This design comes from an exercise in tuning for small area on the open sky130 flow, not from production work. At most, simulation tests tie the RTL to the original design; equivalence was not proved. The RTL of runs 1 and 6 was laid out without a check of its function. Power figures rest on the tool's default switching activity, not on a simulated workload.

===== flow/config.mk =====
export PLATFORM = sky130hd
export DESIGN_NAME = caliper_sampler
export DESIGN_NICKNAME = caliper_sampler
export VERILOG_FILES = /design/flow/design.v
export SDC_FILE = /design/flow/constraint.sdc
export NUM_CORES = 4
export LEC_CHECK = 0
export CAP_MARGIN = 20
export CORE_MARGIN = 2
export CORE_UTILIZATION = 65
export SLEW_MARGIN = 20

===== flow/constraint.sdc =====
create_clock -name core_clock -period 10.0 [get_ports {clk}]
set_input_delay 2.0000 -clock core_clock [delete_from_list [all_inputs] [get_ports {clk}]]
set_output_delay 2.0000 -clock core_clock [all_outputs]
set_load 0.01 [all_outputs]

===== flow/design.v =====
module caliper_channel (
    input               clk,
    input               rst,
    input  [17:0]       dt_lo,
    input               dt_big,
    input               tick_stb,
    input               edge_stb,
    input               clk_line,
    input               data_line,
    input               invert,
    output reg [23:0]   smp,
    output reg          vld,
    output reg          pwr,
    output reg          notify
);
    localparam [17:0] OFF  = 18'd62144;            
    reg [23:0]   acc;
    reg [4:0]    cnt;
    reg [17:0]   g;
    reg          far;
    reg          rs;
    wire c = clk_line  ^ invert;
    wire d = data_line ^ invert;
    wire [18:0] cy;
    wire [18:0] s;
    assign cy[0] = 1'b0;
    genvar k;
    generate
        for (k = 0; k < 18; k = k + 1) begin : g_add
            assign s[k]    = g[k] ^ dt_lo[k] ^ cy[k];
            assign cy[k+1] = (g[k] & dt_lo[k]) | (g[k] & cy[k]) | (dt_lo[k] & cy[k]);
        end
    endgenerate
    assign s[18] = cy[18];
    wire        ge_pl  = far | dt_big | s[18];
    wire        gt_rs  = rs | dt_big | (|dt_lo[17:11]) | cy[11] | (s[10:0] > 11'd1704);
    wire [23:0] acc_next = {d, acc[23:1]};
    wire        act      = edge_stb & c;
    wire        last     = cnt[4] & cnt[2] & cnt[1] & cnt[0];
    wire        pub      = act & last;
    always @(posedge clk) begin
        if (act)
            acc <= acc_next;
        if (rst)
            vld <= 1'b0;
        else if (pub)
            vld <= 1'b1;
        if (pub)
            smp <= acc_next;
    end
    always @(posedge clk) begin
        if (rst) begin
            cnt    <= 5'd0;
            g      <= OFF;
            far    <= 1'b0;
            rs     <= 1'b0;
            pwr    <= 1'b0;
            notify <= 1'b0;
        end else begin
            notify <= 1'b0;
            if (edge_stb) begin
                if (c) begin
                    pwr <= 1'b1;
                    if (last) begin
                        cnt    <= 5'd0;
                        notify <= 1'b1;
                    end else begin
                        cnt <= cnt + 5'd1;
                    end
                end else if (gt_rs) begin
                    cnt <= 5'd0;
                end
                g   <= OFF;
                far <= 1'b0;
                rs  <= 1'b0;
            end else begin
                g   <= s[17:0];
                far <= ge_pl;
                rs  <= gt_rs;
                if (tick_stb && pwr && ge_pl) begin
                    pwr    <= 1'b0;
                    notify <= 1'b1;
                end
            end
        end
    end
endmodule
module caliper_sampler #(
    parameter NCH           = 16,
    parameter TW            = 64,
    parameter RESYNC_US     = 1000,
    parameter POWER_LOSS_US = 200000
) (
    input                clk,
    input                rst,
    input  [TW-1:0]      now,
    input                tick_stb,
    input  [NCH-1:0]     edge_stb,
    input  [NCH-1:0]     clk_line,
    input  [NCH-1:0]     data_line,
    input  [NCH-1:0]     invert,
    output [NCH-1:0]     notify,
    input  [3:0]         rd_ch,
    output [23:0]        rd_raw,
    output               rd_pwr,
    output               rd_unit,
    output               rd_sign,
    output [19:0]        rd_mag,
    input  [23:0]        dec_raw,
    output               dec_unit,
    output               dec_sign,
    output [19:0]        dec_mag
);
    reg  [TW-1:0]  prev_now;
    reg            first;
    wire [18:0]    dt_lo_b = {1'b0, now[17:0]} - {1'b0, prev_now[17:0]};
    wire [17:0]    dt_lo   = dt_lo_b[17:0];
    wire [TW-19:0] nh      = now[TW-1:18];
    wire [TW-19:0] ph      = prev_now[TW-1:18];
    wire [TW-19:0] z       = nh ^ ph;
    wire           x_le1   = ~|(z[TW-19:1] & (~ph[TW-20:0] | nh[TW-20:0]));
    wire           dt_big  = first ? |nh : (~x_le1 | (z[0] & ~dt_lo_b[18]));
    always @(posedge clk) begin
        prev_now <= {now[TW-1:18], now[17:0] & {18{~rst}}};
        first    <= rst;
    end
    wire [23:0]    smp [0:NCH-1];
    wire [NCH-1:0] vld;
    wire [NCH-1:0] pwr;
    genvar i;
    generate
        for (i = 0; i < NCH; i = i + 1) begin : g_ch
            caliper_channel u_ch (
                .clk       (clk),
                .rst       (rst),
                .dt_lo     (dt_lo),
                .dt_big    (dt_big),
                .tick_stb  (tick_stb),
                .edge_stb  (edge_stb[i]),
                .clk_line  (clk_line[i]),
                .data_line (data_line[i]),
                .invert    (invert[i]),
                .smp       (smp[i]),
                .vld       (vld[i]),
                .pwr       (pwr[i]),
                .notify    (notify[i])
            );
        end
    endgenerate
    assign rd_raw  = vld[rd_ch] ? smp[rd_ch] : 24'd0;
    assign rd_pwr  = pwr[rd_ch];
    assign rd_unit = rd_raw[23];
    assign rd_sign = rd_raw[20];
    assign rd_mag  = rd_raw[19:0];
    assign dec_unit = dec_raw[23];
    assign dec_sign = dec_raw[20];
    assign dec_mag  = dec_raw[19:0];
endmodule

===== flow/flow/run.sh =====
#!/bin/bash
# Standard layout (the standard.sh, standard synthesis unchanged) with two
# changes: CTS does not add dummy loads, and port buffers are buf_1.
set -euo pipefail
W="$(cd "$(dirname "${BASH_SOURCE[0]}")/.." && pwd)"
cd "$W"
export CTS_ARGS="-sink_clustering_enable -repair_clock_nets -dont_use_dummy_load -buf_list sky130_fd_sc_hd__clkbuf_8 -sink_clustering_size 14 -sink_clustering_max_diameter 50"
export BUFFER_PORTS_ARGS="-buffer_cell sky130_fd_sc_hd__buf_1"
bash "$W/standard.sh" > "$W/standard.log" 2>&1

===== flow/standard.sh =====
#!/bin/bash
# synth_recipe.tcl (not shown) runs the flow's synth.tcl, then flattens the netlist and writes it again
# the make line also repeats each setting of config.mk as NAME=value (left out here)
make -C /OpenROAD-flow-scripts/flow DESIGN_CONFIG=/design/flow/config.mk WORK_HOME=/design/flow/orfs CLKGATE_MAP_FILE= SYNTH_SCRIPT=/design/flow/synth_recipe.tcl "${@:-finish}"

==> parameters.txt, run 1 <==
Parameter                              Value

Power and ir drop
  Cell Int Power ... ~8.0 mW
  Relative contribution of combinational cells to total power ... 22.6%
  Sequential share of power ... a little over half
  Power per Cell Area ... between 200 and 250 nW/µm²
  Switching fraction of total power ... slightly below 30%
  Worst IR Drop VDD ... 167 µV
  Switching component of the power ... between 3 and 4 mW
  Leak pwr ... ~20 nW
  Clk pwr share ... between 20% and 30%

Critical path
  Type of element capturing the critical path ... register
  Library cell appearing most often on the critical path ... fa_1
  Critical Path Source Type ... input pin
  Required time of the worst setup path ... 10.57 ns
  CP Max Fanout ... 8
  Delay contributed by the slowest stage of the critical path ... slightly below 0.5 ns
  CP Data Arrival Time ... between 10 and 15 ns
  CP max-delay cell ... fa_1
  Worst Reg-to-Reg Cells ... 32
  Type of the worst setup path ... in2reg

Clock network
  H-Tree Level Count ... 3
  Source-to-sink clock delay at the later pin of the worst-skew pair ... between 0.7 and 0.8 ns
  Total setup buffers inserted after CTS ... 0
  Post_cts resized ... 0
  CTS root buffer ... clkbuf_8
  Total of hold buffers inserted after clock tree synthesis ... 0
  Clk buf depth ... 3
  TritonCTS clock tree ... yes
  TritonCTS Buffers ... 119
  Clock-pin transition on the worst setup and hold timing paths ... approximately 0.10 ns
  Sink Count ... 1265

STA
  Tightest Pin Transition ... 1.11 ns
  Slew HR ... 26.1%
  Final number of max-transition violations ... 0
  RSZ-0062 raised after global routing ... false
  Crit path time final ... approximately 9.6 ns
  Hold Fails Final Rpt ... 0
  Final Setup Violations ... 0
  Final setup skew ... ~0.077 ns
  Final period utilization ... 95.7%
  Achievable frequency ... 105 MHz

Hold path
  Hold Path Cell Cnt ... 0
  Kind of path behind the tightest hold check ... reg2reg

Yosys
  Library cell occupying the most area in the post-synthesis netlist ... edfxtp_1
  Cells after Synth ... roughly 3700
  Warnings, synthesis ... 2
  Number of synthesized flops with an enable pin ... ~750
  Synth cell count leaders ... edfxtp_1 (752), dfxtp_1 (513), inv_1 (356)
  Share of the synthesized area in the top cell type ... about 44%
  Synthesized net count ... between 4000 and 5000
  Combined area of all synthesized cells ... 51200 µm²
  Synth async-reset ratio ... 0%
  Synthesized area divided by synthesized cell count ... about 14 µm²
  Unique masters post-synth ... 70
  Leading register cell type out of synthesis ... edfxtp_1
  Portion of the post-synthesis area used by sequential elements ... between 60% and 70%
  Number of synthesized register bits ... around 1300
  Count leader, synth ... edfxtp_1
  Largest cells by area after synthesis ... edfxtp_1 (44%), dfxtp_1 (20%), fa_1 (11%)

Cells and area
  Final Core Density ... between 70% and 80%
  Post-synthesis to final-layout area growth ... 7.04%
  Non-filler instance count after layout ... approximately 5000
  Post-route cell area ... 54800 µm²
  Share of layout cells above drive strength 1 ... 7.66%
  Number of nets in the final layout ... ~4500
  Number of fill cells in the layout ... ~5300

Place
  Final HPWL from detailed placement ... 90.1 mm
  Instance area after placement ... roughly 53000 µm²
  Gpl congestion ... 0.961
  # placed instances ... between 4000 and 5000
  Port-buffer cells ... about 200

GRT
  Antenna violations before repair ... 1
  Vias in the first global route ... about 31000
  Maximum number of pins on one net before global-route repair ... approximately 200
  Overall fraction of global-route tracks in use ... a little under a third
  Overflow after GRT ... 0
  First-pass GRT wire length ... between 150 and 200 mm

Run status
  Outcome ... complete, no violations

Floorplan
  Effective utilization at floorplan ... between 60 and 70%
  Die ar. ... 81000 µm²
  Core area ... 77700 µm²
  Chip Height ... approximately 280 µm
  Die width ... approximately 280 µm
  Row count ... roughly 100
  IO Count ... approximately 240

Detailed routing
  Final routed wire length divided by cell count ... 25.2 µm
  Initial DRC Count ... 2419
  Routed wire length ... 125 mm
  Drt first pass iters ... 5
  Post-detailed-route DRC marker count ... 0
  DRT antenna net count ... 0
  Ratio of routed vias to standard cells ... 6.06
  Vias ... between 30000 and 40000

Job
  Max-cap viol count ... 0
## power by group through the flow
| stage | combinational (mW) | clock (mW) | sequential [mW] |
|---|---|---|---|
| floorplan | 1.72 | 0 | 6.15 |
| global placement | 2.32 | 0 | 6.18 |
| detailed placement | 2.51 | 0 | 6.20 |
| CTS | 2.54 | 2.67 | 6.09 |
| global route | 2.91 | 2.86 | 6.12 |
| finish | 2.54 | 2.62 | 6.08 |
## worst max-delay path, delay by kind of cell
| kind | cells | cell delay [ns] |
|---|---|---|
| adders and majority gates | 19 | 6.30 |
| buffers and inverters | 11 | 1.25 |
| AOI/OAI and AO/OA | 2 | 0.39 |
| and+or+nand+nor | 2 | 0.16 |
## flip-flops by register name, summed over array words and instances (netlist names)
signal	cells
prev_now	64
g_ch.u_ch.vld	16
g_ch.u_ch.notify	16
g_ch.u_ch.acc	368
g_ch.u_ch.g	288
g_ch.u_ch.far	16
first	1
g_ch.u_ch.pwr	16
g_ch.u_ch.smp	384
g_ch.u_ch.rs	16
g_ch.u_ch.cnt	80
## final cells by class
type	instances	area (µm²)	share of cell area, %
diodes	2	5.00	0.00914
clock buffers	119	1640	2.99
inverters	362	1360	2.48
multi-input cells	1895	16100	29.5
flip-flops and latches	1265	32900	60.0
well taps	1040	1300	2.38
repair buffers	290	1470	2.69
## cell families (layout without fill, tap and decap cells)
family          after synthesis  count (layout)  share of synthesized area [%]
flops                      1265            1265                           64.2
mux                          12              12                          0.457
buf+inv                     558             771                           4.66
fa+ha+maj                   368             368                           13.0
simple gates                805             805                           8.05
other cells                   0               2                              0
compound gates              666             666                           8.86
xor+xnor                     44              44                          0.753
## through the flow
step / total power, mW / setup TNS (ns) / setup WS, ns / hold slack, ns
after global routing: 11.9 / 0 / 0.0448 / 0.400
after global placement: 8.50 / -0.688 / -0.237 / 0.402
final: 11.2 / 0 / 0.432 / 0.396
after CTS: 11.3 / 0 / 0.412 / 0.396
after detailed placement: 8.71 / -2.63 / -0.310 / 0.406
after floorplan: 7.87 / 0 / 0.0234 / 0.400
## routing by layer
layer  vias up  share of wire [%]  GRT usage (%)
li1      13400                  -              -
met1     15100                 37           38.7
met5         -                  0              0
met4         0                5.7           16.3
met3       310                6.8           4.65
met2      1271                 50           54.5
## final timing paths
check / slack [ns] / start / end
min: 0.40 / g_ch[0].u_ch.acc[1]$_DFFE_PP_ / g_ch[0].u_ch.smp[0]$_DFFE_PP_
max: 0.43 / now[0] / g_ch[9].u_ch.pwr$_SDFFE_PP0P_
min reg2reg: 0.40 / g_ch[0].u_ch.acc[1]$_DFFE_PP_ / g_ch[0].u_ch.smp[0]$_DFFE_PP_
max reg2reg: 1.60 / prev_now[0]$_DFF_P_ / g_ch[9].u_ch.pwr$_SDFFE_PP0P_
## cells in the final DEF, fill, tap and decap left out, types with 19 or more instances in the layout
cell	count
a211oi_1	41
a21oi_1	192
a221oi_1	20
a22o_1	19
a22oi_1	130
a311oi_1	43
a31oi_1	34
and2_1	112
and3_1	29
buf_1	196
buf_4	91
clkbuf_8	119
dfxtp_1	513
edfxtp_1	752
fa_1	273
ha_1	95
inv_1	354
nand2_1	180
nand2b_1	23
nand3_1	30
nand4_1	42
nor2_1	217
nor2b_1	24
nor3_1	27
nor4_1	25
o21ai_0	47
o22ai_1	45
or3_1	37
xor2_1	33
==> inputs of run 2 (changes only) <==
--- a/flow/design.v
+++ b/flow/design.v
@@ -15,4 +15,5 @@
 );
     localparam [17:0] OFF  = 18'd62144;            
+    localparam [4:0]  L23  = 5'd14;
     reg [23:0]   acc;
     reg [4:0]    cnt;
@@ -37,5 +38,6 @@
     wire [23:0] acc_next = {d, acc[23:1]};
     wire        act      = edge_stb & c;
-    wire        last     = cnt[4] & cnt[2] & cnt[1] & cnt[0];
+    wire [4:0]  cnt_inc  = {cnt[3:0], cnt[4] ^ cnt[2]};
+    wire        last     = (cnt == L23);
     wire        pub      = act & last;
     always @(posedge clk) begin
@@ -51,5 +53,5 @@
     always @(posedge clk) begin
         if (rst) begin
-            cnt    <= 5'd0;
+            cnt    <= 5'd1;
             g      <= OFF;
             far    <= 1'b0;
@@ -63,11 +65,11 @@
                     pwr <= 1'b1;
                     if (last) begin
-                        cnt    <= 5'd0;
+                        cnt    <= 5'd1;
                         notify <= 1'b1;
                     end else begin
-                        cnt <= cnt + 5'd1;
+                        cnt <= cnt_inc;
                     end
                 end else if (gt_rs) begin
-                    cnt <= 5'd0;
+                    cnt <= 5'd1;
                 end
                 g   <= OFF;
--- a/flow/config.mk
+++ b/flow/config.mk
@@ -8,4 +8,5 @@
 export CAP_MARGIN = 20
 export CORE_MARGIN = 2
-export CORE_UTILIZATION = 65
+export CORE_UTILIZATION = 85
+export PLACE_DENSITY = 0.88
 export SLEW_MARGIN = 20
==> parameters.txt, run 2 <==
Parameter                              Value

Yosys
  Share of the synthesized area in the top cell type ... 45.0% (+0.87 points)
  Combined area of all synthesized cells ... 50200 µm² (-1.9%)
  Largest cells by area after synthesis ... edfxtp_1 (45%), dfxtp_1 (20%), fa_1 (11%)
  Synth cell count leaders ... edfxtp_1 (752), dfxtp_1 (513), inv_1 (387)
  Portion of the post-synthesis area used by sequential elements ... 65.5% (+1.3 points)
  Leading register cell type out of synthesis ... edfxtp_1
  Warnings, synthesis ... 2 (unchanged)
  Count leader, synth ... edfxtp_1
  Unique masters post-synth ... 67 (-4.3%)
  Number of synthesized register bits ... 1265 (unchanged)
  Synth async-reset ratio ... 0% (unchanged)
  Cells after Synth ... 3514 (-5.5%)
  Library cell occupying the most area in the post-synthesis netlist ... edfxtp_1
  Synthesized area divided by synthesized cell count ... 14.3 µm² (+3.8%)
  Synthesized net count ... 4025 (-5.2%)
  Number of synthesized flops with an enable pin ... 752 (unchanged)

Run status
  Last flow stage reached ... global routing
  Tool error message ... [ERROR DPL-0033] detailed placement checks failed during check placement.
  Outcome ... aborted with a tool error

Floorplan
  Row count ... 89 (-13%)
  Die width ... 247 µm (-13%)
  Effective utilization at floorplan ... 85.5% (+20 points)
  IO Count ... 244 (unchanged)
  Chip Height ... 247 µm (-13%)

Clock network
  Post_cts resized ... 0 (unchanged)
  Clk buf depth ... 3 (unchanged)
  CTS root buffer ... clkbuf_8
  Sink Count ... 1265 (unchanged)
  Total of hold buffers inserted after clock tree synthesis ... 0 (unchanged)
  TritonCTS Buffers ... 106 (-11%)
  H-Tree Level Count ... 3 (unchanged)
  Total setup buffers inserted after CTS ... 0 (unchanged)

STA
  Worst endpoint type ... sequential cell input
  Endpoint pin with the least setup slack after global-route repair ... g_ch[15].u_ch.notify$_SDFF_PP0_/D

Place
  Final HPWL from detailed placement ... 99.2 mm (+10%)
  Port-buffer cells ... 197 (unchanged)
  Gpl congestion ... 0.946 (-1.6%)

GRT
  Maximum number of pins on one net before global-route repair ... about 140
  Antenna violations before repair ... 52
run 2: worst max-delay path by stage:
stage                     depth (start not counted)  startpoint  slack [ns]                               to
after floorplan                                  29      now[1]        0.28   g_ch[14].u_ch.g[17]$_SDFF_PP0_
after global placement                           32      now[0]        0.26  g_ch[10].u_ch.notify$_SDFF_PP0_
after detailed placement                         32      now[0]      -0.006  g_ch[15].u_ch.notify$_SDFF_PP0_
after CTS                                        32      now[0]        0.59  g_ch[15].u_ch.notify$_SDFF_PP0_
run 2: through the flow:
step	setup slack, ns	instance area, µm²	cells
floorplan	0.278	50200	3514
global placement	0.259	51600	4360
CTS	0.588	53000	4466
detailed placement	-0.00570	51600	4360
run 2: kinds of logic after synthesis:
family / count (synthesis) / synth area share (%)
AND/OR/NAND/NOR: 767 / 7.67
flip-flops: 1265 / 65.5
XOR/XNOR: 60 / 1.05
multiplexers: 14 / 0.509
buffers and inverters: 557 / 4.72
AO/OA/AOI/OAI: 499 / 7.72
adder cells (fa/ha/maj): 352 / 12.9
run 2: power by group through the flow:
stage          clock network (mW)  logic, mW  registers (mW)
2_1_floorplan                   0       1.66            6.15
3_3_place_gp                    0       2.17            6.18
3_5_place_dp                    0       2.50            6.23
4_1_cts                      2.53       2.58            6.12
==> inputs of run 3 (changes only) <==
--- a/flow/config.mk
+++ b/flow/config.mk
@@ -8,5 +8,5 @@
 export CAP_MARGIN = 20
 export CORE_MARGIN = 2
-export CORE_UTILIZATION = 85
-export PLACE_DENSITY = 0.88
+export CORE_UTILIZATION = 80
+export PLACE_DENSITY = 0.85
 export SLEW_MARGIN = 20
==> parameters.txt, run 3 <==
Parameter                              Value

Run status
  Outcome ... complete, no violations

Floorplan
  Core area ... between 60000 and 70000 µm²
  Die ar. ... around 65000 µm²
  Chip Height ... 254 µm (+3.0%)
  Die width ... 254 µm (+3.0%)
  Row count ... 91 (+2.2%)
  IO Count ... 244 (unchanged)
  Effective utilization at floorplan ... 81.2% (-4.3 points)

Yosys
  Arithmetic-cell share of the synthesized area counting full adders, half adders and majority gates ... 12.9% (unchanged)
  Number of synthesized flops with an enable pin ... 752 (unchanged)
  Count leader, synth ... edfxtp_1
  Unique masters post-synth ... 67 (unchanged)
  Synth async-reset ratio ... 0% (unchanged)
  Share of cell area taken by muxes after synthesis ... 0.509% (unchanged)
  Post-Synth Simple-Gate Area ... 7.67% (unchanged)
  Compound-Gate Fraction of Synth Area ... 7.72% (unchanged)
  Combinational family with the most area after synthesis ... adder cells
  Synth cell count leaders ... edfxtp_1 (752), dfxtp_1 (513), inv_1 (387)
  Warnings, synthesis ... 2 (unchanged)
  Combined area of all synthesized cells ... 50200 µm² (unchanged)
  Largest cells by area after synthesis ... edfxtp_1 (45%), dfxtp_1 (20%), fa_1 (11%)
  Library cell occupying the most area in the post-synthesis netlist ... edfxtp_1
  Synthesized net count ... 4025 (unchanged)
  Xor and xnor area share after synthesis ... 1.05% (unchanged)
  Number of synthesized register bits ... 1265 (unchanged)
  Portion of the post-synthesis area used by sequential elements ... 65.5% (unchanged)
  Share of the synthesized area in the top cell type ... 45.0% (unchanged)
  Leading register cell type out of synthesis ... edfxtp_1
  Cells after Synth ... 3514 (unchanged)
  Synthesized area divided by synthesized cell count ... 14.3 µm² (unchanged)

Place
  Gpl congestion ... 0.964 (+1.8%)
  Final HPWL from detailed placement ... 87.9 mm (-11%)
  Instance area after placement ... 51700 µm² (+0.21%)
  Port-buffer cells ... 197 (unchanged)
  Pre-CTS setup slack ... 0.0712 ns (+0.0769 ns)

STA
  RSZ-0062 raised after global routing ... false
  Hold Fails Final Rpt ... 0
  Crit path time final ... around 9 ns
  Final Worst Setup Slack ... just over 0.8 ns
  Slew HR ... under 10%
  Achievable frequency ... around 110 MHz
  Accumulated negative setup slack ... 0 ns
  Final number of max-transition violations ... 0
  Final Setup Violations ... 0
  Final period utilization ... around 92%
  Final setup skew ... 0.0792 ns
  Tightest Pin Transition ... 1.36 ns

GRT
  Overflow after GRT ... 0
  Overall fraction of global-route tracks in use ... 41.3%
  First-pass GRT wire length ... 191 mm
  Maximum number of pins on one net before global-route repair ... 81
  Vias in the first global route ... between 30000 and 40000
  Antenna violations before repair ... 15

Power and ir drop
  Sequential share of power ... approximately 55%
  Cell Int Power ... roughly 7.8 mW
  Leak pwr ... 19.9 nW
  Relative contribution of combinational cells to total power ... between 20 and 25%
  Switching component of the power ... 3.27 mW
  Power per Cell Area ... roughly 210 nW/µm²
  Switching fraction of total power ... 29.4%
  Clk pwr share ... between 20% and 30%
  Worst IR Drop VDD ... about 180 µV

Detailed routing
  Initial DRC Count ... roughly 4200
  Ratio of routed vias to standard cells ... approximately 6.7
  Routed wire length ... about 130 mm
  Post-detailed-route DRC marker count ... 0
  Drt first pass iters ... 10
  Final routed wire length divided by cell count ... approximately 29 µm
  DRT antenna net count ... 0
  Vias ... about 30000

Critical path
  Library cell appearing most often on the critical path ... fa_1
  CP max-delay cell ... fa_1
  Delay contributed by the slowest stage of the critical path ... 0.44 ns
  Type of the worst setup path ... in2reg
  CP Data Arrival Time ... 9.79 ns
  Required time of the worst setup path ... between 10 and 15 ns
  CP Max Fanout ... 9
  Critical Path Source Type ... input pin
  Type of element capturing the critical path ... register

Cells and area
  Number of fill cells in the layout ... 2727
  Post-synthesis to final-layout area growth ... 6.18%
  Max reg flops ... ~380
  Top reg by flops ... g_ch.u_ch.smp
  Most frequent standard cell in the layout excluding fill and tap cells ... edfxtp_1
  Top flop regs ... g_ch.u_ch.smp (384), g_ch.u_ch.acc (368), g_ch.u_ch.g (288)
  Number of nets in the final layout ... approximately 4200
  Highest-count cells in the layout ignoring fill and taps ... edfxtp_1 (752), dfxtp_1 (513), inv_1 (368), fa_1 (273), nor2_1 (227)
  Post-route cell area ... roughly 53000 µm²
  Share of layout cells above drive strength 1 ... between 7 and 8%

Job
  Max-cap viol count ... 0

Clock network
  Source-to-sink clock delay at the later pin of the worst-skew pair ... 0.78 ns
  H-Tree Level Count ... 3 (unchanged)
  Sink Count ... 1265 (unchanged)
  Post_cts resized ... 0 (unchanged)
  Clock-pin transition on the worst setup and hold timing paths ... about 0.1 ns
  CTS root buffer ... clkbuf_8
  TritonCTS clock tree ... yes
  Total of hold buffers inserted after clock tree synthesis ... 0 (unchanged)
  Clk buf depth ... 3 (unchanged)
  Total setup buffers inserted after CTS ... 0 (unchanged)
  TritonCTS Buffers ... 107 (+0.94%)

Hold path
  Kind of path behind the tightest hold check ... reg2reg
-- run 3: cell counts after synthesis --
Identical to the previous run, type by type.
-- run 3: cells by family after synthesis --
logic type                 Yosys count
DFF                               1265
buffers and inverters              557
and+or+nand+nor                    767
muxes                               14
AOI/OAI and AO/OA                  499
xor gates and xnor gates            60
adders and majority gates          352
-- run 3: path summary, 6_finish.rpt --
check | to | slack [ns] | startpoint | cells after the start
setup / recovery | g_ch[5].u_ch.pwr$_SDFFE_PP0P_ | 0.81 | now[0] | 32
hold / removal | g_ch[14].u_ch.acc[19]$_DFFE_PP_ | 0.41 | g_ch[14].u_ch.acc[20]$_DFFE_PP_ | 0
setup reg to reg | g_ch[5].u_ch.pwr$_SDFFE_PP0P_ | 1.96 | prev_now[0]$_DFF_P_ | 30
hold reg to reg | g_ch[14].u_ch.acc[19]$_DFFE_PP_ | 0.41 | g_ch[14].u_ch.acc[20]$_DFFE_PP_ | 0
-- run 3: routing by layer --
metal	vias up	routed length, µm	global-route usage, %
met2	2352	60900	64.2
li1	12600	-	-
met5	-	73	0
met1	14900	41700	49.3
met4	10	11900	31.0
met3	689	15500	12.4
-- run 3: layout make-up --
type                            count  area, µm²  area share, %
Inverter                          387       1450           2.73
Multi-Input combinational cell   1692      15200           28.4
Timing Repair Buffer              262       1280           2.40
Tap cell                          837       1050           1.97
Sequential cell                  1265      32900           61.7
Clock buffer                      107       1470           2.76
Antenna cell                        7       17.5         0.0329
-- run 3: metrics by stage --
stage,hold WS [ns],util (%),power [mW],cells
after global routing,0.425,86.2,11.6,4552
after floorplan,0.400,-,7.81,3514
after detailed placement,0.407,83.6,8.62,4435
after CTS,0.411,85.9,11.0,4542
after global placement,0.402,83.6,8.35,4435
final,0.405,86.2,11.1,4557
-- run 3: worst max-delay path: cells and delay by family --
kind / cells / cell delay [ns]
compound gates: 3 / 0.34
xor+xnor: 1 / 0.29
fa+ha+maj: 16 / 5.61
buf+inv: 9 / 1.18
simple gates: 3 / 0.34
-- run 3: power by group through the flow --
stage | Clock, mW | Combinational [mW] | Sequential (mW)
final | 2.51 | 2.50 | 6.10
after global routing | 2.67 | 2.81 | 6.14
after CTS | 2.49 | 2.44 | 6.10
after detailed placement | 0 | 2.40 | 6.22
after global placement | 0 | 2.17 | 6.18
after floorplan | 0 | 1.66 | 6.15
==> inputs of run 4 (changes only) <==
--- a/flow/config.mk
+++ b/flow/config.mk
@@ -8,5 +8,4 @@
 export CAP_MARGIN = 20
 export CORE_MARGIN = 2
-export CORE_UTILIZATION = 80
-export PLACE_DENSITY = 0.85
+export CORE_UTILIZATION = 65
 export SLEW_MARGIN = 20
==> parameters.txt, run 4 <==
Parameter                              Value

Critical path
  Stages on the worst setup path ... 32 (unchanged)
  Delay contributed by the slowest stage of the critical path ... 0.44 ns (about the same)
  Critical Path Source Type ... input pin
  CP max-delay cell ... fa_1
  Library cell appearing most often on the critical path ... fa_1
  CP Max Fanout ... 15 (+6)
  Type of element capturing the critical path ... register
  Buffers and inverters on the worst path ... 10 (+1)
  Required time of the worst setup path ... 10.58 ns (-0.03 ns)
  Type of the worst setup path ... in2reg
  CP Data Arrival Time ... 9.78 ns (about the same)
  Worst Reg-to-Reg Cells ... 30 (unchanged)
  Kind of cell adding the most delay to the critical path ... adder cells

Yosys
  Cells after Synth ... 3514 (unchanged)
  Share of the synthesized area in the top cell type ... 45.0% (unchanged)
  Library cell occupying the most area in the post-synthesis netlist ... edfxtp_1
  Synth async-reset ratio ... 0% (unchanged)
  Largest cells by area after synthesis ... edfxtp_1 (45%), dfxtp_1 (20%), fa_1 (11%)
  Unique masters post-synth ... 67 (unchanged)
  Portion of the post-synthesis area used by sequential elements ... 65.5% (unchanged)
  Leading register cell type out of synthesis ... edfxtp_1
  Count leader, synth ... edfxtp_1
  Number of synthesized register bits ... 1265 (unchanged)
  Combined area of all synthesized cells ... 50200 µm² (unchanged)
  Synthesized area divided by synthesized cell count ... 14.3 µm² (unchanged)
  Synth cell count leaders ... edfxtp_1 (752), dfxtp_1 (513), inv_1 (387)
  Synthesized net count ... 4025 (unchanged)
  Number of synthesized flops with an enable pin ... 752 (unchanged)
  Warnings, synthesis ... 2 (unchanged)

STA
  Final setup skew ... 0.0891 ns (+0.00990 ns)
  Crit path time final ... 9.20 ns (+0.00948 ns)
  Hold Fails Final Rpt ... 0 (unchanged)
  Final Setup Violations ... 0 (unchanged)
  Achievable frequency ... 109 MHz (-0.10%)
  Final number of max-transition violations ... 0 (unchanged)
  Final period utilization ... 92.0% (+0.095 points)
  RSZ-0062 raised after global routing ... false
  Accumulated negative setup slack ... 0 ns (unchanged)
  Slew HR ... 26.6% (+17 points)
  Tightest Pin Transition ... 1.10 ns (-0.263 ns)

Place
  Gpl congestion ... 0.909 (-5.6%)
  Final HPWL from detailed placement ... 88.9 mm (+1.1%)
  Instance area after placement ... 52000 µm² (+0.57%)
  Port-buffer cells ... 197 (unchanged)

Detailed routing
  Vias ... 28700 (-6.0%)
  Ratio of routed vias to standard cells ... 6.02 (-9.9%)
  Initial DRC Count ... 2492 (-41%)
  Post-detailed-route DRC marker count ... 0 (unchanged)
  Routed wire length ... 126 mm (-3.5%)
  Drt first pass iters ... 5 (-5)
  Final routed wire length divided by cell count ... 26.4 µm (-7.5%)
  DRT antenna net count ... 0 (unchanged)

Clock network
  CTS root buffer ... clkbuf_8
  H-Tree Level Count ... 3 (unchanged)
  Total of hold buffers inserted after clock tree synthesis ... 0 (unchanged)
  Clk buf depth ... 3 (unchanged)
  TritonCTS Buffers ... 119 (+11%)
  Sink Count ... 1265 (unchanged)
  Source-to-sink clock delay at the later pin of the worst-skew pair ... 0.78 ns (about the same)
  Total setup buffers inserted after CTS ... 0 (unchanged)
  Post_cts resized ... 0 (unchanged)
  Clock-pin transition on the worst setup and hold timing paths ... 0.08 ns (-0.02 ns)
  TritonCTS clock tree ... yes

Floorplan
  Core area ... 76200 µm² (+23%)
  Chip Height ... 282 µm (+11%)
  Die width ... 282 µm (+11%)
  Effective utilization at floorplan ... 65.8% (-15 points)
  Die ar. ... 79400 µm² (+23%)
  IO Count ... 244 (unchanged)
  Row count ... 101 (+11%)

GRT
  Maximum number of pins on one net before global-route repair ... 117 (+44%)
  Vias in the first global route ... 30100 (-4.4%)
  Antenna violations before repair ... 7 (-8)
  First-pass GRT wire length ... 185 mm (-2.9%)
  Overflow after GRT ... 0 (unchanged)
  Overall fraction of global-route tracks in use ... 32.5% (-8.9 points)

Power and ir drop
  Overall power consumption ... 11.2 mW (+0.53%)
  Clk pwr share ... 23.5% (+0.9 points)
  Switching fraction of total power ... 29.0% (-0.47 points)
  Power per Cell Area ... 208 nW/µm² (-0.36%)
  Relative contribution of combinational cells to total power ... 22.0% (-0.5 points)
  Cell Int Power ... 7.94 mW (+1.2%)
  Switching component of the power ... 3.23 mW (-1.1%)
  Leak pwr ... 20.0 nW (+0.77%)
  Worst IR Drop VDD ... 150 µV (-17%)
  Sequential share of power ... 54.5% (-0.4 points)

Cells and area
  Max reg flops ... 384 (unchanged)
  Most frequent standard cell in the layout excluding fill and tap cells ... edfxtp_1
  Post-synthesis to final-layout area growth ... 7.13%
  Share of layout cells above drive strength 1 ... 7.71% (+0.031 points)
  Post-route cell area ... 53800 µm² (+0.89%)
  Top reg by flops ... g_ch.u_ch.smp
  Number of nets in the final layout ... 4237 (+0.26%)
  Top flop regs ... g_ch.u_ch.smp (384), g_ch.u_ch.acc (368), g_ch.u_ch.g (288)
  Number of fill cells in the layout ... 5183 (+90%)
  Highest-count cells in the layout ignoring fill and taps ... edfxtp_1 (752), dfxtp_1 (513), inv_1 (380), fa_1 (273), nor2_1 (227)

Job
  Max-cap viol count ... 0 (unchanged)

Run status
  Outcome ... complete, no violations

Hold path
  Hold Path Cell Cnt ... 0 (unchanged)
  Kind of path behind the tightest hold check ... reg2reg
[run 4: cell families after synthesis]
family / after synthesis / synth area share (%)
flops: 1265 / 65.5
simple gates: 767 / 7.67
buf+inv: 557 / 4.72
compound gates: 499 / 7.72
fa+ha+maj: 352 / 12.9
xor+xnor: 60 / 1.05
mux: 14 / 0.509
[run 4: final timing paths]
kind,slack [ns],start,endpoint
setup / recovery,0.80,now[0],g_ch[9].u_ch.pwr$_SDFFE_PP0P_
hold / removal,0.40,g_ch[14].u_ch.acc[22]$_DFFE_PP_,g_ch[14].u_ch.acc[21]$_DFFE_PP_
setup reg to reg,1.96,prev_now[0]$_DFF_P_,g_ch[9].u_ch.pwr$_SDFFE_PP0P_
hold reg to reg,0.40,g_ch[14].u_ch.acc[22]$_DFFE_PP_,g_ch[14].u_ch.acc[21]$_DFFE_PP_
[run 4: cell type report]
| cell class | count | area (µm²) | share of cell area, % |
|---|---|---|---|
| tap | 1030 | 1290 | 2.40 |
| antenna | 3 | 7.51 | 0.0140 |
| inverter | 387 | 1450 | 2.70 |
| clock buffer | 119 | 1640 | 3.05 |
| sequential | 1265 | 32900 | 61.1 |
| multi-input combinational | 1692 | 15100 | 28.2 |
| timing repair buffer | 261 | 1370 | 2.54 |
[run 4: worst reg2reg max path, delay by kind of cell (launching register included)]
family,cells,cell delay (ns)
adder cells (fa/ha/maj),19,6.22
buffers and inverters,8,0.86
AND/OR/NAND/NOR,3,0.52
flip-flops,1,0.31
[run 4: stage by stage]
stage          setup slack [ns]  std cells  util [%]  hold WS [ns]
2_1_floorplan             0.278       3514         -         0.400
3_3_place_gp              0.205       4627      68.2         0.403
3_5_place_dp             0.0508       4627      68.2         0.405
4_1_cts                   0.813       4746      70.3         0.399
5_1_grt                   0.393       4756      70.5         0.409
6_report                  0.803       4757      70.5         0.403
[run 4: layer usage]
layer | track usage (%) | vias up | routed length, µm
li1 | - | 12600 | -
met1 | 39.3 | 14500 | 45400
met2 | 54.6 | 1220 | 62400
met3 | 5.56 | 349 | 8410
met4 | 20.4 | 6 | 9280
met5 | 0 | - | 38
[run 4: power groups by stage]
| stage | Sequential [mW] | Clock, mW | Combinational [mW] |
|---|---|---|---|
| after floorplan | 6.15 | 0 | 1.66 |
| after global placement | 6.18 | 0 | 2.22 |
| after detailed placement | 6.21 | 0 | 2.42 |
| after CTS | 6.09 | 2.67 | 2.45 |
| after global routing | 6.13 | 2.84 | 2.80 |
| final | 6.09 | 2.62 | 2.46 |
==> inputs of run 5 (changes only) <==
--- a/flow/config.mk
+++ b/flow/config.mk
@@ -8,4 +8,5 @@
 export CAP_MARGIN = 20
 export CORE_MARGIN = 2
-export CORE_UTILIZATION = 65
+export CORE_UTILIZATION = 75
+export PLACE_DENSITY = 0.8
 export SLEW_MARGIN = 20
==> parameters.txt, run 5 <==
Parameter                              Value

Critical path
  Flop-to-flop setup slack ... 1.86 ns (-0.10 ns)
  Critical Path Source Type ... input pin
  Library cell appearing most often on the critical path ... fa_1
  R2R Path Start ... prev_now[0]$_DFF_P_
  CP Data Arrival Time ... 9.85 ns (+0.07 ns)
  Critical path capture point ... g_ch[9].u_ch.pwr$_SDFFE_PP0P_
  End of the worst register-to-register path ... g_ch[9].u_ch.pwr$_SDFFE_PP0P_
  Type of element capturing the critical path ... register
  Required time of the worst setup path ... 10.56 ns (-0.02 ns)
  Delay contributed by the slowest stage of the critical path ... 0.45 ns (about the same)
  Type of the worst setup path ... in2reg
  Launch point of the worst path ... now[0]
  CP max-delay cell ... fa_1
  Worst Reg-to-Reg Cells ... 30 (unchanged)
  CP Max Fanout ... 8 (-7)

Yosys
  Share of the synthesized area in the top cell type ... 45.0% (unchanged)
  Number of synthesized register bits ... 1265 (unchanged)
  Count leader, synth ... edfxtp_1
  Synth cell count leaders ... edfxtp_1 (752), dfxtp_1 (513), inv_1 (387)
  Warnings, synthesis ... 2 (unchanged)
  Cells after Synth ... 3514 (unchanged)
  Largest cells by area after synthesis ... edfxtp_1 (45%), dfxtp_1 (20%), fa_1 (11%)
  Number of synthesized flops with an enable pin ... 752 (unchanged)
  Synthesized net count ... 4025 (unchanged)
  Unique masters post-synth ... 67 (unchanged)
  Combined area of all synthesized cells ... 50200 µm² (unchanged)
  Synthesized area divided by synthesized cell count ... 14.3 µm² (unchanged)
  Leading register cell type out of synthesis ... edfxtp_1
  Library cell occupying the most area in the post-synthesis netlist ... edfxtp_1
  Portion of the post-synthesis area used by sequential elements ... 65.5% (unchanged)
  Synth async-reset ratio ... 0% (unchanged)

Clock network
  CTS root buffer ... clkbuf_8
  H-Tree Level Count ... 3 (unchanged)
  TritonCTS clock tree ... yes
  TritonCTS Buffers ... 109 (-8.4%)
  Total setup buffers inserted after CTS ... 0 (unchanged)
  Post_cts resized ... 0 (unchanged)
  Clk buf depth ... 3 (unchanged)
  Clock-pin transition on the worst setup and hold timing paths ... 0.09 ns (about the same)
  Sink Count ... 1265 (unchanged)
  Source-to-sink clock delay at the later pin of the worst-skew pair ... 0.77 ns (about the same)
  Total of hold buffers inserted after clock tree synthesis ... 0 (unchanged)

Cells and area
  Post-synthesis to final-layout area growth ... 6.40%
  Share of layout cells above drive strength 1 ... 7.67% (-0.037 points)
  Most frequent standard cell in the layout excluding fill and tap cells ... edfxtp_1
  Number of nets in the final layout ... 4229 (-0.19%)
  Top flop regs ... g_ch.u_ch.smp (384), g_ch.u_ch.acc (368), g_ch.u_ch.g (288)
  Highest-count cells in the layout ignoring fill and taps ... edfxtp_1 (752), dfxtp_1 (513), inv_1 (375), fa_1 (273), nor2_1 (227)
  Non-filler instance count after layout ... 4586 (-3.6%)
  Max reg flops ... 384 (unchanged)
  Post-route cell area ... 53400 µm² (-0.68%)
  Final Core Density ... 80.9% (+10 points)
  Top reg by flops ... g_ch.u_ch.smp

Floorplan
  Effective utilization at floorplan ... 76.0% (+10 points)
  Row count ... 94 (-6.9%)
  Die width ... 263 µm (-6.8%)
  Core area ... 66000 µm² (-13%)
  Die ar. ... 69000 µm² (-13%)
  IO Count ... 244 (unchanged)
  Chip Height ... 263 µm (-6.8%)

Place
  Instance area after placement ... 51700 µm² (-0.44%)
  Pre-CTS setup slack ... -0.0246 ns (-0.0753 ns)
  # placed instances ... 4465 (-3.5%)
  Gpl congestion ... 0.929 (+2.2%)
  Final HPWL from detailed placement ... 87.5 mm (-1.6%)
  Port-buffer cells ... 197 (unchanged)

Detailed routing
  Drt first pass iters ... 6 (+1)
  Vias ... 29500 (+2.9%)
  Ratio of routed vias to standard cells ... 6.43 (+6.7%)
  Post-detailed-route DRC marker count ... 0 (unchanged)
  DRT antenna net count ... 0 (unchanged)
  Initial DRC Count ... 3081 (+24%)
  Routed wire length ... 125 mm (-0.75%)
  Final routed wire length divided by cell count ... 27.2 µm (+3.0%)

Power and ir drop
  Overall power consumption ... 11.1 mW (-0.82%)
  Leak pwr ... 19.9 nW (-0.42%)
  Worst IR Drop VDD ... 164 µV (+9.9%)
  Power per Cell Area ... 208 nW/µm² (-0.13%)

STA
  Crit path time final ... 9.29 ns (+0.0913 ns)
  Hold Fails Final Rpt ... 0 (unchanged)
  Accumulated negative setup slack ... 0 ns (unchanged)
  Tightest Pin Transition ... 1.15 ns (+0.0493 ns)
  RSZ-0062 raised after global routing ... false
  Final setup skew ... 0.104 ns (+0.0149 ns)
  Slew HR ... 23.5% (-3.1 points)
  Final Setup Violations ... 0 (unchanged)
  Worst hold slack across all endpoints ... 0.402 ns (-0.000131 ns)
  Achievable frequency ... 108 MHz (-0.98%)
  Final period utilization ... 92.9% (+0.91 points)
  Final number of max-transition violations ... 0 (unchanged)
  Final Worst Setup Slack ... 0.712 ns (-0.0913 ns)

GRT
  Overflow after GRT ... 0 (unchanged)
  Overall fraction of global-route tracks in use ... 36.4% (+3.9 points)
  Vias in the first global route ... 30500 (+1.3%)
  First-pass GRT wire length ... 184 mm (-0.83%)
  Maximum number of pins on one net before global-route repair ... 156 (+33%)
  Antenna violations before repair ... 5 (-2)

Hold path
  Kind of path behind the tightest hold check ... reg2reg

Run status
  Outcome ... complete, no violations

Job
  Max-cap viol count ... 0 (unchanged)
==> run 5: worst min-delay path by stage <==
stage                                         startpoint                             end  slack [ns]  cells past startpoint
after global placement     g_ch[8].u_ch.acc[1]$_DFFE_PP_   g_ch[8].u_ch.smp[0]$_DFFE_PP_        0.40                      0
after detailed placement   g_ch[5].u_ch.acc[1]$_DFFE_PP_   g_ch[5].u_ch.smp[0]$_DFFE_PP_        0.40                      0
after floorplan            g_ch[0].u_ch.acc[1]$_DFFE_PP_   g_ch[0].u_ch.smp[0]$_DFFE_PP_        0.40                      0
after CTS                 g_ch[9].u_ch.acc[17]$_DFFE_PP_  g_ch[9].u_ch.acc[16]$_DFFE_PP_        0.39                      0
after global routing      g_ch[9].u_ch.acc[21]$_DFFE_PP_  g_ch[9].u_ch.smp[20]$_DFFE_PP_        0.41                      0
final                     g_ch[9].u_ch.acc[17]$_DFFE_PP_  g_ch[9].u_ch.acc[16]$_DFFE_PP_        0.40                      0
==> run 5: logic make-up (layout without fill, tap and decap cells) <==
kind of cell               Yosys count  count (layout)  synth area share (%)
AOI/OAI and AO/OA                  499             499                  7.72
xor gates and xnor gates            60              60                  1.05
adders and majority gates          352             352                  12.9
buffers and inverters              557             759                  4.72
DFF                               1265            1265                  65.5
muxes                               14              14                 0.509
other                                0               6                     0
and+or+nand+nor                    767             767                  7.67
==> run 5: report_power, final <==
group          internal [mW]  total (mW)  switching [mW]
Combinational          0.969        2.48            1.51
Sequential              5.92        6.10           0.180
Clock                  0.968        2.51            1.54
Total                   7.85        11.1            3.23
==> run 5: layout make-up <==
| cell class | count | area (µm²) |
|---|---|---|
| Inverter | 387 | 1450 |
| Clock buffer | 109 | 1500 |
| Tap cell | 864 | 1080 |
| Antenna cell | 6 | 15.0 |
| Sequential cell | 1265 | 32900 |
| Multi-Input combinational cell | 1692 | 15100 |
| Fill cell | 3546 | 12600 |
| Timing Repair Buffer | 263 | 1340 |
==> run 5: worst max-delay path, delay by kind of cell <==
kind	cells	cell delay (ns)
adders and majority gates	19	6.23
buffers and inverters	10	1.13
and+or+nand+nor	3	0.49
==> run 5: per-layer routing <==
layer  track usage (%)  part of all wire, %  routed length [µm]
met5                 0                0.020                  25
met4              25.4                  8.6               10700
met3              5.69                  9.0               11200
met2              59.0                   48               59500
met1              45.7                   35               43300
==> inputs of run 6 (changes only) <==
--- a/flow/design.v
+++ b/flow/design.v
@@ -20,5 +20,4 @@
     reg [17:0]   g;
     reg          far;
-    reg          rs;
     wire c = clk_line  ^ invert;
     wire d = data_line ^ invert;
@@ -35,5 +34,5 @@
     assign s[18] = cy[18];
     wire        ge_pl  = far | dt_big | s[18];
-    wire        gt_rs  = rs | dt_big | (|dt_lo[17:11]) | cy[11] | (s[10:0] > 11'd1704);
+    wire        gt_rs  = ge_pl | (s[17:0] > OFF + 18'd1000);
     wire [23:0] acc_next = {d, acc[23:1]};
     wire        act      = edge_stb & c;
@@ -56,5 +55,4 @@
             g      <= OFF;
             far    <= 1'b0;
-            rs     <= 1'b0;
             pwr    <= 1'b0;
             notify <= 1'b0;
@@ -75,9 +73,7 @@
                 g   <= OFF;
                 far <= 1'b0;
-                rs  <= 1'b0;
             end else begin
                 g   <= s[17:0];
                 far <= ge_pl;
-                rs  <= gt_rs;
                 if (tick_stb && pwr && ge_pl) begin
                     pwr    <= 1'b0;
==> parameters.txt, run 6 <==
Parameter                              Value

Run status
  Outcome ... complete, no violations

Yosys
  Number of synthesized flops with an enable pin ... 752 (unchanged)
  Library cell occupying the most area in the post-synthesis netlist ... edfxtp_1
  Combined area of all synthesized cells ... 49900 µm² (-0.50%)
  Warnings, synthesis ... 2 (unchanged)
  Cells after Synth ... 3507 (-0.20%)
  Synthesized net count ... 4018 (-0.17%)
  Portion of the post-synthesis area used by sequential elements ... 65.2% (-0.32 points)
  Leading register cell type out of synthesis ... edfxtp_1
  Count leader, synth ... edfxtp_1
  Synth cell count leaders ... edfxtp_1 (752), dfxtp_1 (497), inv_1 (388)
  Share of the synthesized area in the top cell type ... 45.2% (+0.22 points)
  Synth async-reset ratio ... 0% (unchanged)
  Synthesized area divided by synthesized cell count ... 14.2 µm² (-0.30%)
  Largest cells by area after synthesis ... edfxtp_1 (45%), dfxtp_1 (20%), fa_1 (11%)
  Unique masters post-synth ... 63 (-6.0%)
  Number of synthesized register bits ... 1249 (-1.3%)

STA
  Slew HR ... 21.6% (-1.8 points)
  Achievable frequency ... 103 MHz (-4.3%)
  Crit path time final ... 9.71 ns (+0.420 ns)
  Worst hold slack across all endpoints ... 0.417 ns (+0.0147 ns)
  Final Setup Violations ... 0 (unchanged)
  Tightest Pin Transition ... 1.17 ns (+0.0263 ns)
  Hold Fails Final Rpt ... 0 (unchanged)
  Final number of max-transition violations ... 0 (unchanged)
  Final setup skew ... 0.0661 ns (-0.0379 ns)
  Final period utilization ... 97.1% (+4.2 points)

Detailed routing
  Vias ... 29600 (+0.39%)
  Metal-1 WL ... 43.0 mm (-0.75%)
  Final routed wire length divided by cell count ... 26.0 µm (-4.2%)
  Post-detailed-route DRC marker count ... 0 (unchanged)
  Drt first pass iters ... 8 (+2)
  Ratio of routed vias to standard cells ... 6.38 (-0.69%)
  DRT antenna net count ... 0 (unchanged)
  Highest signal layer in the routed design ... met4
  Met3 layer wire length in the routed design ... 10.2 mm (-8.5%)
  Routed wire length ... 121 mm (-3.2%)
  Routed met2 length ... 58.1 mm (-2.4%)
  Initial DRC Count ... 3015 (-2.1%)

GRT
  Overflow after GRT ... 0 (unchanged)
  First-pass GRT wire length ... 180 mm (-1.7%)
  Vias in the first global route ... 31100 (+1.8%)
  Maximum number of pins on one net before global-route repair ... 77 (-51%)
  Antenna violations before repair ... 3 (-2)
  Overall fraction of global-route tracks in use ... 36.0% (-0.38 points)

Cells and area
  Non-filler instance count after layout ... 4636 (+1.1%)
  Sequential cell area ... 32500 µm² (-0.97%)
  Number of fill cells in the layout ... 3385 (-4.5%)
  Share of layout cells above drive strength 1 ... 10.9% (+3.3 points)
  Top flop regs ... g_ch.u_ch.smp (384), g_ch.u_ch.acc (368), g_ch.u_ch.g (288)
  Post-synthesis to final-layout area growth ... 8.03%
  Most frequent standard cell in the layout excluding fill and tap cells ... edfxtp_1
  Highest-count cells in the layout ignoring fill and taps ... edfxtp_1 (752), dfxtp_1 (497), inv_1 (363), nor2_1 (245), buf_1 (196)
  Number of nets in the final layout ... 4280 (+1.2%)
  Top reg by flops ... g_ch.u_ch.smp
  Max reg flops ... 384 (unchanged)
  Area taken by multi-input logic gates ... 15700 µm² (+3.4%)

Critical path
  Required time of the worst setup path ... 10.68 ns (+0.12 ns)
  Type of element capturing the critical path ... register
  Library cell appearing most often on the critical path ... fa_1
  Type of the worst setup path ... in2reg
  CP Data Arrival Time ... 10.39 ns (+0.54 ns)
  CP max-delay cell ... fa_1
  Critical Path Source Type ... input pin
  Delay contributed by the slowest stage of the critical path ... 0.53 ns (+0.08 ns)
  CP Max Fanout ... 16 (+8)

Floorplan
  Die ar. ... 68600 µm² (-0.49%)
  Die width ... 262 µm (-0.24%)
  Row count ... 94 (unchanged)
  Effective utilization at floorplan ... 75.8% (-0.24 points)
  Chip Height ... 262 µm (-0.24%)
  IO Count ... 244 (unchanged)
  Core area ... 65900 µm² (-0.18%)

Place
  Gpl congestion ... 0.922 (-0.75%)
  Port-buffer cells ... 197 (unchanged)
  Final HPWL from detailed placement ... 87.3 mm (-0.23%)
  # placed instances ... 4511 (+1.0%)

Clock network
  Source-to-sink clock delay at the later pin of the worst-skew pair ... 0.74 ns (-0.03 ns)
  Clock-pin transition on the worst setup and hold timing paths ... 0.09 ns (about the same)
  TritonCTS Buffers ... 109 (unchanged)
  Clk buf depth ... 3 (unchanged)
  TritonCTS clock tree ... yes
  CTS root buffer ... clkbuf_8
  Total of hold buffers inserted after clock tree synthesis ... 0 (unchanged)
  Sink Count ... 1249 (-1.3%)
  H-Tree Level Count ... 3 (unchanged)

Power and ir drop
  Power per Cell Area ... 215 nW/µm² (+3.4%)
  Leak pwr ... 20.0 nW (+0.48%)
  Worst IR Drop VDD ... 171 µV (+4.2%)

Hold path
  Kind of path behind the tightest hold check ... reg2reg

Job
  Max-cap viol count ... 0 (unchanged)
==> run 6: changes by cell type in the layout (fill, tap and decap cells not counted), moves of 25 or more <==
cell     before  now
fa_1        273  194
fa_2          0   79
nand2_1     138   87
or3_1        43   88
and2_1      115   80
buf_4        59   94
a21oi_1      68   93
==> run 6: area by class of cell <==
type	instances	share of cell area [%]
tap	864	2.00
multi-input combinational	1718	29.0
clock buffer	109	2.78
timing repair buffer	303	3.11
sequential	1249	60.3
antenna	5	0.0232
inverter	388	2.73
==> run 6: metal layers <==
layer | track usage, % | up-vias
li1 | - | 12800
met1 | 44.9 | 14700
met2 | 58.4 | 1670
met3 | 6.69 | 442
met4 | 23.9 | 0
met5 | 0 | -
==> run 6: repair_timing <==
action / in CTS / in global routing
setup buffers: 0 / 4
setup endpoints to repair: 0 / 62
resized for setup: 0 / 59
==> run 6: report_power, final <==
part	total (mW)	internal, mW	switching, mW
clock network	2.48	0.967	1.51
logic	3.03	1.28	1.75
registers	6.07	5.86	0.206
total	11.6	8.11	3.47
==> run 6: path summary, 6_finish.rpt <==
check / from / to / slack [ns] / cells after the start
worst min register to register: g_ch[7].u_ch.acc[11]$_DFFE_PP_ / g_ch[7].u_ch.acc[10]$_DFFE_PP_ / 0.42 / 0
worst min-delay path: g_ch[7].u_ch.acc[11]$_DFFE_PP_ / g_ch[7].u_ch.acc[10]$_DFFE_PP_ / 0.42 / 0
worst max-delay path: now[0] / g_ch[3].u_ch.cnt[1]$_SDFFE_PP0P_ / 0.29 / 36
worst max register to register: prev_now[0]$_DFF_P_ / g_ch[3].u_ch.cnt[1]$_SDFFE_PP0P_ / 1.52 / 33
==> run 6: metrics by stage <==
| stage | instance area, µm² | setup TNS (ns) | setup WS [ns] | power (mW) | utilization (%) |
|---|---|---|---|---|---|
| 2_1_floorplan | 50100 | -1.12 | -0.133 | 8.07 | - |
| 5_1_grt | 53900 | -0.115 | -0.0328 | 12.2 | 81.9 |
| 4_1_cts | 53600 | 0 | 0.111 | 11.5 | 81.4 |
| 3_3_place_gp | 52100 | -21.76 | -0.400 | 8.78 | 79.1 |
| 3_5_place_dp | 52100 | -41.48 | -0.594 | 9.05 | 79.1 |
| 6_report | 53900 | 0 | 0.291 | 11.6 | 81.9 |
==> run 6: logic make-up (layout without fill, tap and decap cells) <==
| group | after synthesis | after routing | synth area share (%) |
|---|---|---|---|
| AND/OR/NAND/NOR | 790 | 790 | 8.11 |
| AO/OA/AOI/OAI | 500 | 500 | 7.69 |
| adder cells (fa/ha/maj) | 352 | 352 | 12.9 |
| flip-flops | 1249 | 1249 | 65.2 |
| XOR/XNOR | 65 | 65 | 1.14 |
| multiplexers | 11 | 11 | 0.449 |
| buffers and inverters | 540 | 800 | 4.53 |
| other | 0 | 5 | 0 |
==> run 6: worst max-delay path: cells and delay by family <==
kind,cells,cell delay [ns]
compound gates,2,0.45
fa+ha+maj,19,6.39
buf+inv,14,1.31
simple gates,1,0.21
==> inputs of run 7 (changes only) <==
--- a/flow/design.v
+++ b/flow/design.v
@@ -20,4 +20,5 @@
     reg [17:0]   g;
     reg          far;
+    reg          rs;
     wire c = clk_line  ^ invert;
     wire d = data_line ^ invert;
@@ -34,5 +35,5 @@
     assign s[18] = cy[18];
     wire        ge_pl  = far | dt_big | s[18];
-    wire        gt_rs  = ge_pl | (s[17:0] > OFF + 18'd1000);
+    wire        gt_rs  = rs | dt_big | (|dt_lo[17:11]) | cy[11] | (s[10:0] > 11'd1704);
     wire [23:0] acc_next = {d, acc[23:1]};
     wire        act      = edge_stb & c;
@@ -55,4 +56,5 @@
             g      <= OFF;
             far    <= 1'b0;
+            rs     <= 1'b0;
             pwr    <= 1'b0;
             notify <= 1'b0;
@@ -73,7 +75,9 @@
                 g   <= OFF;
                 far <= 1'b0;
+                rs  <= 1'b0;
             end else begin
                 g   <= s[17:0];
                 far <= ge_pl;
+                rs  <= gt_rs;
                 if (tick_stb && pwr && ge_pl) begin
                     pwr    <= 1'b0;
==> flow/flow/run.sh (replaced) <==
#!/bin/bash
# Standard layout (the standard.sh, standard synthesis unchanged) with two
# changes: CTS does not add dummy loads, and port buffers are buf_1.
set -euo pipefail
W="$(cd "$(dirname "${BASH_SOURCE[0]}")/.." && pwd)"
cd "$W"
export CTS_ARGS="-sink_clustering_enable -repair_clock_nets -dont_use_dummy_load -buf_list sky130_fd_sc_hd__clkbuf_8 -sink_clustering_size 18 -sink_clustering_max_diameter 40"
export BUFFER_PORTS_ARGS="-buffer_cell sky130_fd_sc_hd__buf_1"
bash "$W/standard.sh" > "$W/standard.log" 2>&1
==> parameters.txt, run 7 <==
Parameter                              Value

Yosys
  Number of synthesized register bits ... 1265 (+1.3%)
  Library cell occupying the most area in the post-synthesis netlist ... edfxtp_1
  Unique masters post-synth ... 67 (+6.3%)
  Synthesized net count ... 4025 (+0.17%)
  Combinational family with the most area after synthesis ... adder cells
  Leading register cell type out of synthesis ... edfxtp_1
  Compound-Gate Fraction of Synth Area ... 7.72% (+0.037 points)
  Combined area of all synthesized cells ... 50200 µm² (+0.50%)
  Arithmetic-cell share of the synthesized area counting full adders, half adders and majority gates ... 12.9% (-0.064 points)
  Synthesized area divided by synthesized cell count ... 14.3 µm² (+0.30%)
  Share of cell area taken by muxes after synthesis ... 0.509% (+0.060 points)
  Warnings, synthesis ... 2 (unchanged)
  Count leader, synth ... edfxtp_1
  Largest cells by area after synthesis ... edfxtp_1 (45%), dfxtp_1 (20%), fa_1 (11%)
  Synth async-reset ratio ... 0% (unchanged)
  Xor and xnor area share after synthesis ... 1.05% (-0.093 points)
  Portion of the post-synthesis area used by sequential elements ... 65.5% (+0.32 points)
  Cells after Synth ... 3514 (+0.20%)
  Share of the synthesized area in the top cell type ... 45.0% (-0.22 points)
  Post-Synth Simple-Gate Area ... 7.67% (-0.44 points)
  Number of synthesized flops with an enable pin ... 752 (unchanged)
  Synth cell count leaders ... edfxtp_1 (752), dfxtp_1 (513), inv_1 (387)

Critical path
  Required time of the worst setup path ... 10.70 ns (+0.02 ns)
  CP Max Fanout ... 8 (-8)
  Critical Path Source Type ... input pin
  R2R Path Start ... prev_now[0]$_DFF_P_
  Type of the worst setup path ... in2reg
  Type of element capturing the critical path ... register
  Delay contributed by the slowest stage of the critical path ... 0.45 ns (-0.08 ns)
  CP Data Arrival Time ... 9.95 ns (-0.44 ns)
  Library cell appearing most often on the critical path ... fa_1
  CP max-delay cell ... fa_1
  Launch point of the worst path ... now[0]

STA
  Final setup skew ... 0.0582 ns (-0.00793 ns)
  Final Setup Violations ... 0 (unchanged)
  Achievable frequency ... 108 MHz (+4.9%)
  Final Worst Setup Slack ... 0.746 ns (+0.454 ns)
  Slew HR ... 23.8% (+2.2 points)
  Hold Fails Final Rpt ... 0 (unchanged)
  Crit path time final ... 9.25 ns (-0.454 ns)
  Tightest Pin Transition ... 1.14 ns (-0.0316 ns)
  Final period utilization ... 92.5% (-4.5 points)
  RSZ-0062 raised after global routing ... false
  Final number of max-transition violations ... 0 (unchanged)

Clock network
  Source-to-sink clock delay at the later pin of the worst-skew pair ... 0.81 ns (+0.07 ns)
  Post_cts resized ... 0 (unchanged)
  Total setup buffers inserted after CTS ... 0 (unchanged)
  TritonCTS clock tree ... yes
  Clk buf depth ... 3 (unchanged)
  H-Tree Level Count ... 4 (+1)
  Total of hold buffers inserted after clock tree synthesis ... 0 (unchanged)
  Clock-pin transition on the worst setup and hold timing paths ... 0.10 ns (about the same)
  Sink Count ... 1265 (+1.3%)
  CTS root buffer ... clkbuf_8
  TritonCTS Buffers ... 138 (+27%)

Cells and area
  Post-route cell area ... 53700 µm² (-0.51%)
  Top reg by flops ... g_ch.u_ch.smp
  Max reg flops ... 384 (unchanged)
  Number of nets in the final layout ... 4253 (-0.63%)
  Share of layout cells above drive strength 1 ... 8.32% (-2.6 points)
  Highest-count cells in the layout ignoring fill and taps ... edfxtp_1 (752), dfxtp_1 (513), inv_1 (376), fa_1 (273), nor2_1 (227)
  Top flop regs ... g_ch.u_ch.smp (384), g_ch.u_ch.acc (368), g_ch.u_ch.g (288)
  Post-synthesis to final-layout area growth ... 6.95%
  Most frequent standard cell in the layout excluding fill and tap cells ... edfxtp_1

GRT
  Maximum number of pins on one net before global-route repair ... 156 (+100%)
  First-pass GRT wire length ... 184 mm (+1.9%)
  Antenna violations before repair ... 3 (unchanged)
  Overflow after GRT ... 0 (unchanged)
  Vias in the first global route ... 30900 (-0.73%)
  Overall fraction of global-route tracks in use ... 36.6% (+0.56 points)

Power and ir drop
  Worst IR Drop VDD ... 185 µV (+7.8%)
  Leak pwr ... 20.1 nW (+0.40%)
  Power per Cell Area ... 212 nW/µm² (-1.0%)

Detailed routing
  Post-detailed-route DRC marker count ... 0 (unchanged)
  Drt first pass iters ... 6 (-2)
  DRT antenna net count ... 0 (unchanged)
  Vias ... 29500 (-0.36%)
  Routed wire length ... 124 mm (+2.7%)
  Initial DRC Count ... 3264 (+8.3%)
  Final routed wire length divided by cell count ... 26.9 µm (+3.4%)
  Ratio of routed vias to standard cells ... 6.40 (+0.31%)

Place
  Instance area after placement ... 51700 µm² (-0.74%)
  Final HPWL from detailed placement ... 87.5 mm (+0.23%)
  Port-buffer cells ... 197 (unchanged)
  Gpl congestion ... 0.929 (+0.76%)
  Pre-CTS setup slack ... -0.0246 ns (+0.570 ns)

Run status
  Outcome ... complete, no violations

Hold path
  Kind of path behind the tightest hold check ... reg2reg
  Source of the worst hold timing path ... g_ch[11].u_ch.acc[1]$_DFFE_PP_

Floorplan
  IO Count ... 244 (unchanged)
  Die ar. ... 69000 µm² (+0.49%)
  Chip Height ... 263 µm (+0.24%)
  Row count ... 94 (unchanged)
  Die width ... 263 µm (+0.24%)
  Core area ... 66000 µm² (+0.18%)
  Effective utilization at floorplan ... 76.0% (+0.24 points)

Job
  Max-cap viol count ... 0 (unchanged)
-- run 7: routing by layer --
metal  share of wire [%]  track usage [%]  up-vias
li1                    -                -    12600
met1                  35             45.3    14700
met2                  49             59.8     1739
met3                 9.0             6.62      430
met4                 7.6             24.2        2
met5               0.010                0        -
-- run 7: critical path: cells and delay by family --
kind                       cells  cell delay [ns]
and+or+nand+nor                2             0.42
AOI/OAI and AO/OA              1             0.18
adders and majority gates     19             6.21
buffers and inverters         10             1.14
-- run 7: cell type report --
type	count	area, µm²
well taps	864	1080
flip-flops and latches	1265	32900
inverters	387	1450
diodes	1	2.50
fillers	3522	12300
repair buffers	258	1230
multi-input cells	1692	15100
clock buffers	138	1900
-- run 7: cell families (layout without fill, tap and decap cells) --
family	Yosys count	count (layout)
DFF	1265	1265
xor gates and xnor gates	60	60
buffers and inverters	557	783
muxes	14	14
AOI/OAI and AO/OA	499	499
and+or+nand+nor	767	767
other	0	1
adders and majority gates	352	352
-- run 7: metrics by stage --
| step | setup TNS, ns | power (mW) | hold slack [ns] | util, % | cells |
|---|---|---|---|---|---|
| 2_1_floorplan | 0 | 7.81 | 0.400 | - | 3514 |
| 3_3_place_gp | 0 | 8.37 | 0.401 | 78.4 | 4465 |
| 3_5_place_dp | -0.0490 | 8.63 | 0.405 | 78.4 | 4465 |
| 4_1_cts | 0 | 11.4 | 0.384 | 81.3 | 4603 |
| 5_1_grt | 0 | 11.9 | 0.398 | 81.3 | 4605 |
| 6_report | 0 | 11.4 | 0.372 | 81.3 | 4605 |
-- run 7: worst paths after layout --
| check | end | cells past startpoint | slack [ns] |
|---|---|---|---|
| max | g_ch[9].u_ch.notify$_SDFF_PP0_ | 32 | 0.75 |
| min | g_ch[11].u_ch.smp[0]$_DFFE_PP_ | 0 | 0.37 |
| max reg2reg | g_ch[9].u_ch.notify$_SDFF_PP0_ | 30 | 1.82 |
| min reg2reg | g_ch[11].u_ch.smp[0]$_DFFE_PP_ | 0 | 0.37 |
-- run 7: power breakdown --
group | switching (mW) | total [mW] | internal (mW) | leakage (nW)
sequential | 0.180 | 6.10 | 5.92 | 11.1
clock | 1.59 | 2.82 | 1.23 | 0.992
combinational | 1.51 | 2.48 | 0.966 | 8.00

[static timing again, ports no longer ideal]
The results above use ideal ports. As a check the final layouts listed here were re-extracted and re-timed, cells and wires unchanged. Step 1: set_driving_cell puts a clkbuf_16 on clk and a buf_2 on each other input, an assumption about the parent block. Step 2 times the ports against the registers' clock, not the clock port: input delays grow and output delays shrink by t, the midpoint of the rising clock arrivals with the driver on. Three values: ideal, step 1, step 2; two values: the first two.
| run | t, ns | slack for setup (ns) | worst setup path at the end | latest minus earliest clock arrival (ns) |
|---|---|---|---|---|
| run 1 | 0.785 | 0.432 / 0.471 / -0.314 | input to register | 0.082 / 0.082 |
| run 3 | 0.808 | 0.812 / 0.855 / 0.047 | input to register | 0.094 / 0.095 |
| run 4 | 0.791 | 0.803 / 0.840 / 0.049 | input to register | 0.116 / 0.116 |
| run 5 | 0.781 | 0.712 / 0.753 / -0.028 | input to register | 0.130 / 0.130 |
| run 6 | 0.775 | 0.291 / 0.331 / -0.444 | input to register | 0.067 / 0.066 |
| run 7 | 0.849 | 0.746 / 0.781 / -0.068 | input to register | 0.063 / 0.062 |
Met with ideal ports but missed after step 2: setup timing in run 1, run 5, run 6 and run 7. For run 7, which loses most, drivers alone change the setup slack by +0.035 ns; drivers and shift together by -0.814 ns.
